From an optimization exercise on the open Yosys and OpenROAD flow, aimed at small area, a short achievable clock period and few clock cycles; shortcuts taken in it are not production practice. Function was checked by simulation only, so behaviour that the tests miss may differ from the original. No activity file was given, so power comes from the tool's default toggle rates.

==> inputs of run D <==
==> flow/design.v <==
module hash_add #(parameter W = 32, parameter L = 5) (   
    input  wire [W-1:0] a,
    input  wire [W-1:0] b,
    input  wire         cin,
    output wire [W-1:0] s
);
    wire [W-1:0] p  = a ^ b;
    wire [W-1:0] g0 = a & b;
    wire [W-1:0] G [0:L];
    wire [W-1:0] P [0:L];
    assign G[0] = {g0[W-1:1], g0[0] | (p[0] & cin)};
    assign P[0] = p;
    genvar l, i;
    generate
        for (l = 0; l < L; l = l + 1) begin : lv
            for (i = 0; i < W; i = i + 1) begin : bt
                if ((i >> l) & 1) begin : op
                    localparam integer J = ((i >> l) << l) - 1;
                    assign G[l+1][i] = G[l][i] | (P[l][i] & G[l][J]);
                    assign P[l+1][i] = P[l][i] & P[l][J];
                end else begin : pass
                    assign G[l+1][i] = G[l][i];
                    assign P[l+1][i] = P[l][i];
                end
            end
        end
    endgenerate
    assign s = p ^ {G[L][W-2:0], cin};
endmodule
module hash_rca #(parameter W = 17) (
    input  wire [W-1:0] a,
    input  wire [W-1:0] b,
    output wire [W-1:0] s
);
    wire [W:0] c;
    assign c[0] = 1'b0;
    genvar i;
    generate
        for (i = 0; i < W; i = i + 1) begin : bt
            assign s[i]   = a[i] ^ b[i] ^ c[i];
            assign c[i+1] = (a[i] & b[i]) | (c[i] & (a[i] ^ b[i]));
        end
    endgenerate
endmodule
module hash_mix (
    input  wire [3:0]  k,        
    input  wire [31:0] x,
    input  wire [31:0] y,
    input  wire [31:0] z,
    input  wire [31:0] t,        
    input  wire [31:0] r,        
    output wire [31:0] n
);
    wire fold = (k < 4'd3);
    wire [31:0] q  = fold ? t : ~y;
    wire [31:0] r2 = fold ? r : ~z;
    wire [31:0] cs_s = x ^ q ^ r2;
    wire [31:0] cs_c = (x & q) | (x & r2) | (q & r2);
    wire [31:0] sum;
    hash_add #(32) u_add (.a(cs_s), .b({cs_c[30:0], !fold}), .cin(!fold), .s(sum));
    reg [31:0] sh;
    always @(*) begin
        case (k)
            4'd3:    sh = z >> 13;
            4'd4:    sh = z >> 8;
            4'd5:    sh = z >> 13;
            4'd6:    sh = z >> 12;
            4'd7:    sh = z >> 16;
            4'd8:    sh = z >> 5;
            4'd9:    sh = z >> 3;
            4'd10:   sh = z >> 10;
            4'd11:   sh = z >> 15;
            default: sh = 32'd0;
        endcase
    end
    assign n = sum ^ sh;
endmodule
module hash_engine (
    input  wire        clk,
    input  wire        rst,      
    input  wire        req,      
    input  wire        we,       
    input  wire [3:0]  addr,     
    input  wire [31:0] wdata,
    output wire        ready,    
    output reg  [31:0] rdata     
);
    localparam [31:0] ID_VALUE = 32'h4F414154;
    localparam [31:0] GOLDEN   = 32'h9E3779B9;
    localparam [3:0] REG_ID     = 4'd0;
    localparam [3:0] REG_CMD    = 4'd1;
    localparam [3:0] REG_STATUS = 4'd2;
    localparam [3:0] REG_SEED   = 4'd3;
    localparam [3:0] REG_RESULT = 4'd4;
    localparam [3:0] REG_LEN    = 4'd5;
    localparam [3:0] REG_ACC    = 4'd6;
    localparam [3:0] REG_A      = 4'd7;
    localparam [3:0] REG_B      = 4'd8;
    localparam [3:0] REG_C      = 4'd9;
    localparam [1:0] MODE_IDLE = 2'd0;
    localparam [1:0] MODE_OAAT = 2'd1;
    localparam [1:0] MODE_L2   = 2'd2;
    localparam [3:0] E_ILLEGAL_CMD  = 4'd1;
    localparam [3:0] E_BAD_SEQUENCE = 4'd2;
    localparam [3:0] E_REG_LOCKED   = 4'd3;
    reg [31:0] acc_q, x_q, y_q, z_q, len_q, seed_q, result_q;
    reg [7:0]  buf_q [0:11];
    reg [3:0]  bufcnt_q;
    reg [1:0]  mode_q;
    reg        done_q, err_q;
    reg [3:0]  errcode_q;
    reg        busy_q;       
    reg [3:0]  k_q;          
    reg        fin_q;        
    reg        blk_q;        
    reg [3:0]  fcnt_q;       
    reg        ofin_q;       
    wire stall     = busy_q || ofin_q;
    wire rd_hazard = (addr == REG_RESULT) || (ofin_q && (addr == REG_ACC)) ||
                     (busy_q && ((addr == REG_A) || (addr == REG_B) || (addr == REG_C)));
    wire wr_pass   = (addr == REG_CMD) && (wdata[31:24] == 8'h12);
    assign ready = !stall || (we ? wr_pass : !rd_hazard);
    wire wr_access = req && we && ready;
    wire [7:0] opc  = wdata[31:24];
    wire [7:0] byte_in = wdata[7:0];
    wire       low24_zero = (wdata[23:0] == 24'd0);
    wire       low24_b_ok = (wdata[23:8] == 16'd0);
    wire       low24_s_ok = (wdata[23:1] == 23'd0);
    wire is_nop         = (opc == 8'h00) && low24_zero;
    wire is_oaat_start  = (opc == 8'h01) && low24_zero;
    wire is_oaat_byte   = (opc == 8'h02) && low24_b_ok;
    wire is_oaat_finish = (opc == 8'h03) && low24_zero;
    wire is_l2_start    = (opc == 8'h11) && low24_s_ok;
    wire is_l2_byte     = (opc == 8'h12) && low24_b_ok;
    wire is_l2_finish   = (opc == 8'h13) && low24_zero;
    wire is_mix         = (opc == 8'h20) && low24_zero;
    wire is_clr_err     = (opc == 8'h30) && low24_zero;
    wire is_legal = is_nop | is_oaat_start | is_oaat_byte | is_oaat_finish |
                    is_l2_start | is_l2_byte | is_l2_finish | is_mix | is_clr_err;
    wire        fsel = wdata[24];
    wire [31:0] sb   = {{24{byte_in[7]}}, byte_in};
    wire [31:0] op2  = fsel ? (acc_q << 3) : (acc_q << 10);
    wire [31:0] op4  = sb << 10;
    wire [31:0] s1   = acc_q ^ op2 ^ sb;
    wire [31:0] c1   = (acc_q & op2) | (acc_q & sb) | (op2 & sb);
    wire [31:0] c1s  = {c1[30:0], 1'b0};
    wire [31:0] s2   = s1 ^ c1s ^ op4;
    wire [31:0] c2   = (s1 & c1s) | (s1 & op4) | (c1s & op4);
    wire [31:0] oaat_sum;
    hash_add #(32) u_oaat (.a(s2), .b({c2[30:0], 1'b0}), .cin(1'b0), .s(oaat_sum));
    wire [31:0] oaat_step = oaat_sum ^ (fsel ? $unsigned($signed(oaat_sum) >>> 11)
                                             : $unsigned($signed(oaat_sum) >>> 6));
    wire [16:0] oaat_hi;
    hash_rca #(17) u_fin (.a(acc_q[31:15]), .b(acc_q[16:0]), .s(oaat_hi));
    wire [31:0] oaat_final = {oaat_hi, acc_q[14:0]};
    wire [3:0] ek = busy_q ? k_q : ((mode_q == MODE_L2) ? 4'd0 : 4'd3);
    wire [3:0] cnt = busy_q ? fcnt_q : bufcnt_q;
    wire [11:0] m;
    genvar gi;
    generate
        for (gi = 0; gi < 12; gi = gi + 1) begin : msk
            assign m[gi] = (cnt > gi);
        end
    endgenerate
    wire [31:0] tail_a = {m[3] ? buf_q[3] : 8'h00, m[2] ? buf_q[2] : 8'h00,
                          m[1] ? buf_q[1] : 8'h00, m[0] ? buf_q[0] : 8'h00};
    wire [31:0] tail_b = {m[7] ? buf_q[7] : 8'h00, m[6] ? buf_q[6] : 8'h00,
                          m[5] ? buf_q[5] : 8'h00, m[4] ? buf_q[4] : 8'h00};
    wire [31:0] tail_c = blk_q ? {buf_q[11], buf_q[10], buf_q[9], buf_q[8]}
                               : {m[10] ? buf_q[10] : 8'h00, m[9] ? buf_q[9] : 8'h00,
                                  m[8] ? buf_q[8] : 8'h00, 8'h00};
    wire [31:0] fold_t = (ek == 4'd0) ? tail_a : (ek == 4'd1) ? tail_b : tail_c;
    wire [31:0] fold_r = (ek == 4'd2 && !blk_q) ? len_q : 32'd0;
    wire [31:0] step_n;
    hash_mix u_mix (
        .k(ek), .x(x_q), .y(y_q), .z(z_q), .t(fold_t), .r(fold_r), .n(step_n)
    );
    wire [31:0] len_inc = len_q + 32'd1;
    always @(posedge clk) begin
        if (rst) begin
            acc_q     <= 32'd0;
            x_q       <= 32'd0;
            y_q       <= 32'd0;
            z_q       <= 32'd0;
            len_q     <= 32'd0;
            seed_q    <= 32'd0;
            result_q  <= 32'd0;
            bufcnt_q  <= 4'd0;
            mode_q    <= MODE_IDLE;
            done_q    <= 1'b0;
            err_q     <= 1'b0;
            errcode_q <= 4'd0;
            busy_q    <= 1'b0;
            ofin_q    <= 1'b0;
        end else begin
            if (busy_q) begin
                x_q <= y_q;
                y_q <= z_q;
                z_q <= step_n;
                k_q <= k_q + 4'd1;
                if (k_q == 4'd11) begin
                    busy_q <= 1'b0;
                    if (fin_q) result_q <= step_n;
                end
            end
            if (ofin_q) begin
                acc_q    <= oaat_final;
                result_q <= oaat_final;
                ofin_q   <= 1'b0;
            end
            if (wr_access) begin
                case (addr)
                    REG_SEED: seed_q <= wdata;
                    REG_A, REG_B, REG_C: begin
                        if (mode_q == MODE_IDLE) begin
                            if (addr == REG_A) x_q <= wdata;
                            if (addr == REG_B) y_q <= wdata;
                            if (addr == REG_C) z_q <= wdata;
                        end else if (!err_q) begin
                            err_q     <= 1'b1;
                            errcode_q <= E_REG_LOCKED;
                        end
                    end
                    REG_CMD: begin
                        if (!is_legal) begin
                            if (!err_q) begin
                                err_q     <= 1'b1;
                                errcode_q <= E_ILLEGAL_CMD;
                            end
                        end else if (is_oaat_start) begin
                            acc_q    <= 32'd0;
                            len_q    <= 32'd0;
                            bufcnt_q <= 4'd0;
                            done_q   <= 1'b0;
                            mode_q   <= MODE_OAAT;
                        end else if (is_oaat_byte) begin
                            if (mode_q != MODE_OAAT) begin
                                if (!err_q) begin
                                    err_q     <= 1'b1;
                                    errcode_q <= E_BAD_SEQUENCE;
                                end
                            end else begin
                                acc_q <= oaat_step;
                                len_q <= len_inc;
                            end
                        end else if (is_oaat_finish) begin
                            if (mode_q != MODE_OAAT) begin
                                if (!err_q) begin
                                    err_q     <= 1'b1;
                                    errcode_q <= E_BAD_SEQUENCE;
                                end
                            end else begin
                                acc_q    <= oaat_step;
                                ofin_q   <= 1'b1;
                                mode_q   <= MODE_IDLE;
                                done_q   <= 1'b1;
                            end
                        end else if (is_l2_start) begin
                            x_q      <= GOLDEN;
                            y_q      <= GOLDEN;
                            z_q      <= wdata[0] ? seed_q : 32'd0;
                            bufcnt_q <= 4'd0;
                            len_q    <= 32'd0;
                            done_q   <= 1'b0;
                            mode_q   <= MODE_L2;
                        end else if (is_l2_byte) begin
                            if (mode_q != MODE_L2) begin
                                if (!err_q) begin
                                    err_q     <= 1'b1;
                                    errcode_q <= E_BAD_SEQUENCE;
                                end
                            end else begin
                                buf_q[bufcnt_q] <= byte_in;
                                len_q <= len_inc;
                                if (bufcnt_q == 4'd11) begin
                                    x_q      <= y_q;
                                    y_q      <= z_q;
                                    z_q      <= step_n;
                                    busy_q   <= 1'b1;
                                    k_q      <= 4'd1;
                                    fin_q    <= 1'b0;
                                    blk_q    <= 1'b1;
                                    fcnt_q   <= 4'd11;
                                    bufcnt_q <= 4'd0;
                                end else begin
                                    bufcnt_q <= bufcnt_q + 4'd1;
                                end
                            end
                        end else if (is_l2_finish) begin
                            if (mode_q != MODE_L2) begin
                                if (!err_q) begin
                                    err_q     <= 1'b1;
                                    errcode_q <= E_BAD_SEQUENCE;
                                end
                            end else begin
                                x_q      <= y_q;
                                y_q      <= z_q;
                                z_q      <= step_n;
                                busy_q   <= 1'b1;
                                k_q      <= 4'd1;
                                fin_q    <= 1'b1;
                                blk_q    <= 1'b0;
                                fcnt_q   <= bufcnt_q;
                                bufcnt_q <= 4'd0;
                                mode_q   <= MODE_IDLE;
                                done_q   <= 1'b1;
                            end
                        end else if (is_mix) begin
                            if (mode_q != MODE_IDLE) begin
                                if (!err_q) begin
                                    err_q     <= 1'b1;
                                    errcode_q <= E_BAD_SEQUENCE;
                                end
                            end else begin
                                x_q    <= y_q;
                                y_q    <= z_q;
                                z_q    <= step_n;
                                busy_q <= 1'b1;
                                k_q    <= 4'd4;
                                fin_q  <= 1'b0;
                            end
                        end else if (is_clr_err) begin
                            err_q     <= 1'b0;
                            errcode_q <= 4'd0;
                        end
                    end
                    default: ;  
                endcase
            end
        end
    end
    wire [31:0] status = {18'd0, 1'b0, 1'b0, bufcnt_q, errcode_q, err_q, done_q, mode_q};
    always @(*) begin
        case (addr)
            REG_ID:     rdata = ID_VALUE;
            REG_STATUS: rdata = status;
            REG_SEED:   rdata = seed_q;
            REG_RESULT: rdata = result_q;
            REG_LEN:    rdata = len_q;
            REG_ACC:    rdata = acc_q;
            REG_A:      rdata = x_q;
            REG_B:      rdata = y_q;
            REG_C:      rdata = z_q;
            default:    rdata = 32'd0;
        endcase
    end
endmodule
==> flow/flow/run.sh <==
#!/bin/bash
# Layout flow: the standard synthesis, then the standard layout with
# ORFS's timing repair aimed SETUP_SLACK_MARGIN ns below the clock period, so
# that the port buffers and the read-out logic are sized for speed. The
# constraints (clock period, I/O delays, loads) are the standard flow's, unchanged.
# Each step's full output goes to a log of its own in the work folder.
set -euo pipefail
cd "$(dirname "$0")/.."
bash standard.sh synth > synth.log 2>&1
bash standard.sh SETUP_SLACK_MARGIN=18 finish > layout.log 2>&1
==> flow/standard.sh <==
#!/bin/bash
# synth_recipe.tcl (not shown) runs the flow's synth.tcl, then flattens the netlist and writes it again
# the make line also repeats each setting of config.mk as NAME=value (left out here)
make -C /OpenROAD-flow-scripts/flow DESIGN_CONFIG=/design/flow/config.mk WORK_HOME=/design/flow/orfs CLKGATE_MAP_FILE= SYNTH_SCRIPT=/design/flow/synth_recipe.tcl "${@:-finish}"
==> flow/config.mk <==
export PLATFORM = sky130hd
export DESIGN_NAME = hash_engine
export DESIGN_NICKNAME = hash_engine
export VERILOG_FILES = /design/flow/design.v
export SDC_FILE = /design/flow/constraint.sdc
export NUM_CORES = 4
export LEC_CHECK = 0
export CAP_MARGIN = 20
export CORE_MARGIN = 2
export CORE_UTILIZATION = 40
export SLEW_MARGIN = 20
==> flow/constraint.sdc <==
create_clock -name core_clock -period 33.0 [get_ports {clk}]
set_input_delay 6.6000 -clock core_clock [delete_from_list [all_inputs] [get_ports {clk}]]
set_output_delay 6.6000 -clock core_clock [all_outputs]
set_load 0.01 [all_outputs]
==> run Y: changes against run D <==
--- a/flow/design.v
+++ b/flow/design.v
@@ -42,6 +42,33 @@
         end
     endgenerate
 endmodule
+module hash_cia #(parameter W = 32, parameter L = 16) (
+    input  wire [W-1:0] a,
+    input  wire [W-1:0] b,
+    input  wire         cin,
+    output wire [W-1:0] s
+);
+    wire [L:0]     c;
+    wire [W-L:0]   d;
+    wire [W-L-1:0] s0;
+    wire [W-L:0]   pa;
+    assign c[0]  = cin;
+    assign d[0]  = 1'b0;
+    assign pa[0] = 1'b1;
+    genvar i;
+    generate
+        for (i = 0; i < L; i = i + 1) begin : lo
+            assign s[i]   = a[i] ^ b[i] ^ c[i];
+            assign c[i+1] = (a[i] & b[i]) | (c[i] & (a[i] ^ b[i]));
+        end
+        for (i = 0; i < W - L; i = i + 1) begin : hi
+            assign s0[i]   = a[L+i] ^ b[L+i] ^ d[i];
+            assign d[i+1]  = (a[L+i] & b[L+i]) | (d[i] & (a[L+i] ^ b[L+i]));
+            assign pa[i+1] = pa[i] & s0[i];
+            assign s[L+i]  = s0[i] ^ (c[L] & pa[i]);
+        end
+    endgenerate
+endmodule
 module hash_mix (
     input  wire [3:0]  k,        
     input  wire [31:0] x,
@@ -57,7 +84,7 @@
     wire [31:0] cs_s = x ^ q ^ r2;
     wire [31:0] cs_c = (x & q) | (x & r2) | (q & r2);
     wire [31:0] sum;
-    hash_add #(32) u_add (.a(cs_s), .b({cs_c[30:0], !fold}), .cin(!fold), .s(sum));
+    hash_cia #(32, 16) u_add (.a(cs_s), .b({cs_c[30:0], !fold}), .cin(!fold), .s(sum));
     reg [31:0] sh;
     always @(*) begin
         case (k)
@@ -115,11 +142,11 @@
     reg        blk_q;        
     reg [3:0]  fcnt_q;       
     reg        ofin_q;       
+    reg        seed_v, result_v;  
     wire stall     = busy_q || ofin_q;
-    wire rd_hazard = (addr == REG_RESULT) || (ofin_q && (addr == REG_ACC)) ||
-                     (busy_q && ((addr == REG_A) || (addr == REG_B) || (addr == REG_C)));
-    wire wr_pass   = (addr == REG_CMD) && (wdata[31:24] == 8'h12);
-    assign ready = !stall || (we ? wr_pass : !rd_hazard);
+    wire rd_pass   = (addr[3:2] == 2'b00);
+    wire wr_pass   = (addr == REG_CMD) && (wdata[29:24] == 6'b010010);
+    assign ready = !stall || (we ? wr_pass : rd_pass);
     wire wr_access = req && we && ready;
     wire [7:0] opc  = wdata[31:24];
     wire [7:0] byte_in = wdata[7:0];
@@ -183,8 +210,6 @@
             y_q       <= 32'd0;
             z_q       <= 32'd0;
             len_q     <= 32'd0;
-            seed_q    <= 32'd0;
-            result_q  <= 32'd0;
             bufcnt_q  <= 4'd0;
             mode_q    <= MODE_IDLE;
             done_q    <= 1'b0;
@@ -192,6 +217,8 @@
             errcode_q <= 4'd0;
             busy_q    <= 1'b0;
             ofin_q    <= 1'b0;
+            seed_v    <= 1'b0;
+            result_v  <= 1'b0;
         end else begin
             if (busy_q) begin
                 x_q <= y_q;
@@ -200,17 +227,24 @@
                 k_q <= k_q + 4'd1;
                 if (k_q == 4'd11) begin
                     busy_q <= 1'b0;
-                    if (fin_q) result_q <= step_n;
+                    if (fin_q) begin
+                        result_q <= step_n;
+                        result_v <= 1'b1;
+                    end
                 end
             end
             if (ofin_q) begin
                 acc_q    <= oaat_final;
                 result_q <= oaat_final;
+                result_v <= 1'b1;
                 ofin_q   <= 1'b0;
             end
             if (wr_access) begin
                 case (addr)
-                    REG_SEED: seed_q <= wdata;
+                    REG_SEED: begin
+                        seed_q <= wdata;
+                        seed_v <= 1'b1;
+                    end
                     REG_A, REG_B, REG_C: begin
                         if (mode_q == MODE_IDLE) begin
                             if (addr == REG_A) x_q <= wdata;
@@ -258,7 +292,7 @@
                         end else if (is_l2_start) begin
                             x_q      <= GOLDEN;
                             y_q      <= GOLDEN;
-                            z_q      <= wdata[0] ? seed_q : 32'd0;
+                            z_q      <= (wdata[0] && seed_v) ? seed_q : 32'd0;
                             bufcnt_q <= 4'd0;
                             len_q    <= 32'd0;
                             done_q   <= 1'b0;
@@ -334,8 +368,8 @@
         case (addr)
             REG_ID:     rdata = ID_VALUE;
             REG_STATUS: rdata = status;
-            REG_SEED:   rdata = seed_q;
-            REG_RESULT: rdata = result_q;
+            REG_SEED:   rdata = seed_v ? seed_q : 32'd0;
+            REG_RESULT: rdata = result_v ? result_q : 32'd0;
             REG_LEN:    rdata = len_q;
             REG_ACC:    rdata = acc_q;
             REG_A:      rdata = x_q;
==> flow/flow/run.sh (replaced) <==
#!/bin/bash
# Layout flow: the standard synthesis, then the standard layout with
# ORFS's timing repair aimed SETUP_SLACK_MARGIN ns below the clock period, so
# that the read-out logic is sized for speed; ports get buf_4 buffers
# (buffer_ports -buffer_cell) instead of its default delay buffers. The
# CTS runs without dummy loads. The
# constraints (clock period, I/O delays, loads) are the standard flow's, unchanged.
# Each step's full output goes to a log of its own in the work folder.
set -euo pipefail
cd "$(dirname "$0")/.."
bash standard.sh synth > synth.log 2>&1
bash standard.sh SETUP_SLACK_MARGIN=18 "BUFFER_PORTS_ARGS=-buffer_cell sky130_fd_sc_hd__buf_4" "CTS_ARGS=-sink_clustering_enable -repair_clock_nets -sink_clustering_size 25 -sink_clustering_max_diameter 60 -dont_use_dummy_load" finish > layout.log 2>&1
--- a/flow/config.mk
+++ b/flow/config.mk
@@ -7,5 +7,7 @@
 export LEC_CHECK = 0
 export CAP_MARGIN = 20
 export CORE_MARGIN = 2
-export CORE_UTILIZATION = 40
+export CORE_UTILIZATION = 45
+export CTS_CLUSTER_DIAMETER = 60
+export CTS_CLUSTER_SIZE = 25
 export SLEW_MARGIN = 20
==> comparison <==
Against run Y, the critical path depth of run D is lower by 1. Against run D, the sequential cell count of run Y is higher by 2. Of run Y and run D, run Y has the higher clock skew (gap 0.049 ns). Between run Y and run D, the lower wire length is in run D (gap about 9%, measured against run D). Maximum frequency is about the same in run Y and run D. Of run D and run Y, run D has the higher design area (gap 4.6%, measured against run Y). Of run Y and run D, run Y has the higher utilization (gap 5.0 points). Against run Y, the clock power of run D is larger by about 20%. Of run Y and run D, run Y has the higher combinational power (gap about 10%, measured against run D). Non-clock buffer count: run D is lower than run Y (13).
Testbench counts of run D, summed over its fixed seeds: cycles 25,199.
Testbench counts of run Y, summed over its fixed seeds: cycles 25,344.

-- static timing again, ports no longer ideal --
No port has a modelled driver above. Below, the same layouts with a new extraction and two added sets of constraints.
Step 1 assumes that a clkbuf_16 drives the clock port and a buf_2 every other input.
Step 2 also shifts input and output timing later by t, the mid clock arrival at the registers, as if the neighbouring blocks saw the same clock.
Slacks: ideal / step 1 / step 2; pairs: ideal / step 1.
run	t (ns)	setup WS [ns]	worst hold slack (ns)	worst data-port slew with drivers (ns)
run D	0.655	17.981 / 17.961 / 17.961	0.479 / 0.479 / 0.479	0.18
run Y	0.639	17.992 / 17.963 / 17.963	0.481 / 0.481 / 0.481	0.07
After both steps every run listed still meets setup and hold. For run Y, which loses most, drivers alone change the setup slack by -0.029 ns; drivers and shift together by -0.029 ns.
